Source: an optimization exercise on an open RTL-to-GDS flow (aim: small area, a short achievable clock period and few clock cycles per item). Production flows keep margins and buffers that such runs may drop.
The RTL was checked by simulation tests, not by an equivalence proof against the original design.

// lfcore
module lfcore (
    input  wire         clk,
    input  wire         rst,
    input  wire         cmd_valid,
    input  wire [31:0]  cmd,
    output wire         cmd_ready,
    output reg          rsp_valid,
    output wire [31:0]  result,
    output reg          cmd_err,
    output wire [127:0] frame_out,
    output reg          frame_valid,
    output wire [127:0] dc_out,
    output reg          dc_write,
    output wire         sleep_req,
    output wire [31:0]  now_ms
);
For scale: ~2100 cells after synthesis, about 380 flip-flops, about 360 I/O pins.
export LEC_CHECK = 0
export CAP_MARGIN = 20
export CORE_MARGIN = 2
export CORE_UTILIZATION = 40
export SLEW_MARGIN = 20
create_clock -name core_clock -period 12.0 [get_ports {clk}]
standard.sh (not shown) runs the stock make flow with config.mk's settings and CLKGATE_MAP_FILE= SYNTH_SCRIPT=/design/flow/synth_recipe.tcl, a recipe that flattens the netlist after the stock synthesis.
==> flow/flow/run.sh <==
#!/bin/bash
# The standard layout (standard.sh) with three changes to how the
# layout is made:
#  - sky130_fd_sc_hd__buf_2 as the port buffer cell (every input and
#    output port still gets its own buffer);
#  - constant outputs keep the synthesis's shared tie cells (no per-port
#    tie copies); repair_design buffers those nets as needed;
#  - clock tree synthesis without dummy loads, with sink clusters of up
#    to 24 flip-flops (120 um), for fewer clock buffers.
# The make output goes to standard.log in this folder.
export BUFFER_PORTS_ARGS="-buffer_cell sky130_fd_sc_hd__buf_2"
export SKIP_REPAIR_TIE_FANOUT=1
export CTS_ARGS="-sink_clustering_enable -sink_clustering_size 24 -sink_clustering_max_diameter 120 -repair_clock_nets -dont_use_dummy_load"
bash standard.sh > standard.log 2>&1
Testbench counts at the start, summed over its fixed seeds: cycles 472,464, ops 472,456.
==> next run, changes <==
--- a/flow/design.v
+++ b/flow/design.v
@@ -2,25 +2,23 @@
     input  wire        first,
     input  wire [5:0]  diff,
     input  wire        tgt,
     input  wire [15:0] d,
     input  wire [16:0] u,
     input  wire [5:0]  c,
     output wire [16:0] u_n,
     output wire [5:0]  c_n,
     output wire        more
 );
     wire [5:0]  dx = first ? diff : 6'd0;
-    wire        u_le_diff = (u[15:6] == 10'd0) && (u[5:0] <= diff);
-    wire        u_le_0    = (u[15:0] == 16'd0);
-    assign more = u[16] || (first ? u_le_diff : u_le_0);
+    assign more = u[16] || ((u[15:6] == 10'd0) && (u[5:0] <= dx));
     wire [16:0] a  = u - {11'd0, dx};
     wire [16:0] x  = u;
     wire [16:0] y  = ~{11'd0, dx};
     wire [16:0] z  = {1'b0, d};
     wire [16:0] s  = x ^ y ^ z;
     wire [16:0] m  = (x & y) | (x & z) | (y & z);
     wire [16:0] b  = s + {m[15:0], 1'b1};
     assign u_n = more ? b : a;
     assign c_n = more ? (tgt ? c + 6'd1 : c - 6'd1) : c;
 endmodule
 module lfcore (
@@ -114,23 +112,24 @@
     assign s_oh[K_GSTART]  = s_hi[1] & s_lo[0];
     assign s_oh[K_GSTOP]   = s_hi[1] & s_lo[1];
     assign s_oh[K_GISRUN]  = s_hi[1] & s_lo[2];
     assign s_oh[K_GSTEP]   = s_hi[1] & s_lo[3];
     assign s_oh[K_ZON]     = s_hi[2] & s_lo[0];
     assign s_oh[K_ZOFF]    = s_hi[2] & s_lo[1];
     assign s_oh[K_ZRUN]    = s_hi[2] & s_lo[2];
     assign s_oh[K_MTICK]   = s_hi[3] & s_lo[0];
     assign s_oh[K_BCONS]   = s_hi[4] & s_lo[0];
     assign s_oh[K_SCHED]   = s_hi[5] & s_lo[0];
     reg        s_za;           
-    reg        s_z1;           
+    reg        s_zh;           
+    reg        s_zl;           
     reg [1:0]  s_idx;
     reg [15:0] s_imm;
     assign cmd_ready = rdy;
     wire [7:0] c_op  = cmd[31:24];
     wire [7:0] c_idx = cmd[23:16];
     wire [5:0] c_hi;
     wire [7:0] c_lo;
     genvar gk;
     generate
         for (gk = 0; gk < 6; gk = gk + 1) begin : g_hi
             assign c_hi[gk] = (c_op[7:4] == gk);
@@ -160,23 +159,23 @@
     lfcore_div u_step (
         .first(zfirst), .diff(zf[5:0]), .tgt(zt[0]), .d(zd0),
         .u(zq[16:0]), .c(zc[5:0]), .u_n(e_rn), .c_n(e_cn), .more(e_more)
     );
     wire s_hold = s_v && s_wait;
     wire w_on   = s_hold && s_oh[K_TICK];
     wire w_need = zact[0] && (!zoh[0] || z0slow);
     wire w_step = w_on && !zrot && s_fl[4] && (!zfirst || w_need);
     wire w_rot  = zrot;
     wire w_zop  = s_hold && !zrot && (zoh[s_idx]);
     wire [5:0] lvl0 = zc[5:0];
-    wire s_imm1 = s_z1;
+    wire s_imm1 = s_zh && s_zl;
     wire s_imm0 = s_imm1 && !s_imm[0];
     wire s_idx0 = s_za && (s_idx == 2'd0);
     wire [4:0] s_fl = {s_idx0 && s_imm0, s_idx0 && s_imm1,
                        s_za && (s_idx != 2'd3) && s_imm0, s_za, s_za && s_imm0};
     wire v_tick    = s_oh[K_TICK]    & s_fl[4] & ~s_wait;
     wire v_refresh = s_oh[K_REFRESH] & s_fl[4];
     wire v_medge   = s_oh[K_MEDGE]   & s_fl[4];
     wire v_bedge   = s_oh[K_BEDGE]   & s_fl[3];
     wire v_poll    = s_oh[K_POLL]    & s_fl[4];
     wire v_reset   = s_oh[K_RESET]   & s_fl[4] & ~s_wait;
     wire v_status  = s_oh[K_STATUS]  & s_fl[4];
@@ -268,23 +267,24 @@
     end
     always @(posedge clk) begin
         if (rst) begin
             s_hi   <= 6'd0;
         end else if (!s_hold) begin
             s_hi   <= (rdy && cmd_valid) ? c_hi : 6'd0;
         end
         if (!s_hold) begin
             s_wait <= c_slow;
             s_lo   <= c_lo;
             s_za   <= (c_idx[7:2] == 6'd0);
-            s_z1   <= (cmd[15:1] == 15'd0);
+            s_zh   <= (cmd[15:8] == 8'd0);
+            s_zl   <= (cmd[7:1] == 7'd0);
             s_idx  <= c_idx[1:0];
             s_imm  <= cmd[15:0];
             zoh    <= 4'b0001;
             zfirst <= 1'b1;
             zrot   <= 1'b0;
         end else if (s_oh[K_RESET]) begin
             s_wait <= 1'b0;
         end else if (zrot) begin
             zrot   <= 1'b0;
             zfirst <= 1'b1;
             zoh    <= {zoh[2:0], zoh[3]};
Outcome: The new run completed without violations. Wire length falls slightly. Design area came out lower slightly. Global-route usage goes up by 0.46 points. Cell count goes down slightly. First-iteration DRC count grows by a little under a tenth.
Testbench counts after the change, summed over its fixed seeds: cycles 472,464, ops 472,456.

==> afterwards: timing with drivers on the ports <==
The flow's constraints put no driver on any port. The routed layouts listed below were extracted and timed again, unchanged, in two steps. Step 1: set_driving_cell puts a clkbuf_16 on clk and a buf_2 on each other input, an assumption about the parent block. Step 2 adds t to the input delays and takes it off the output delays; t is the mean of the earliest and latest rising clock arrival at the registers after step 1. Input paths then give back, and output paths get back, about the clock's delay inside the block. a / b / c = no drivers / after step 1 / after step 2; a / b = the first two.
| run | shift t [ns] | slack for setup (ns) | latest minus earliest clock arrival (ns) | worst register clock-pin slew, ns |
|---|---|---|---|---|
| the first run | 0.586 | 8.224 / 8.172 / 8.416 | 0.023 / 0.024 | 0.11 / 0.11 |
| the second run | 0.583 | 7.854 / 7.854 / 7.854 | 0.024 / 0.024 | 0.10 / 0.10 |
After both steps every run listed still meets setup and hold.
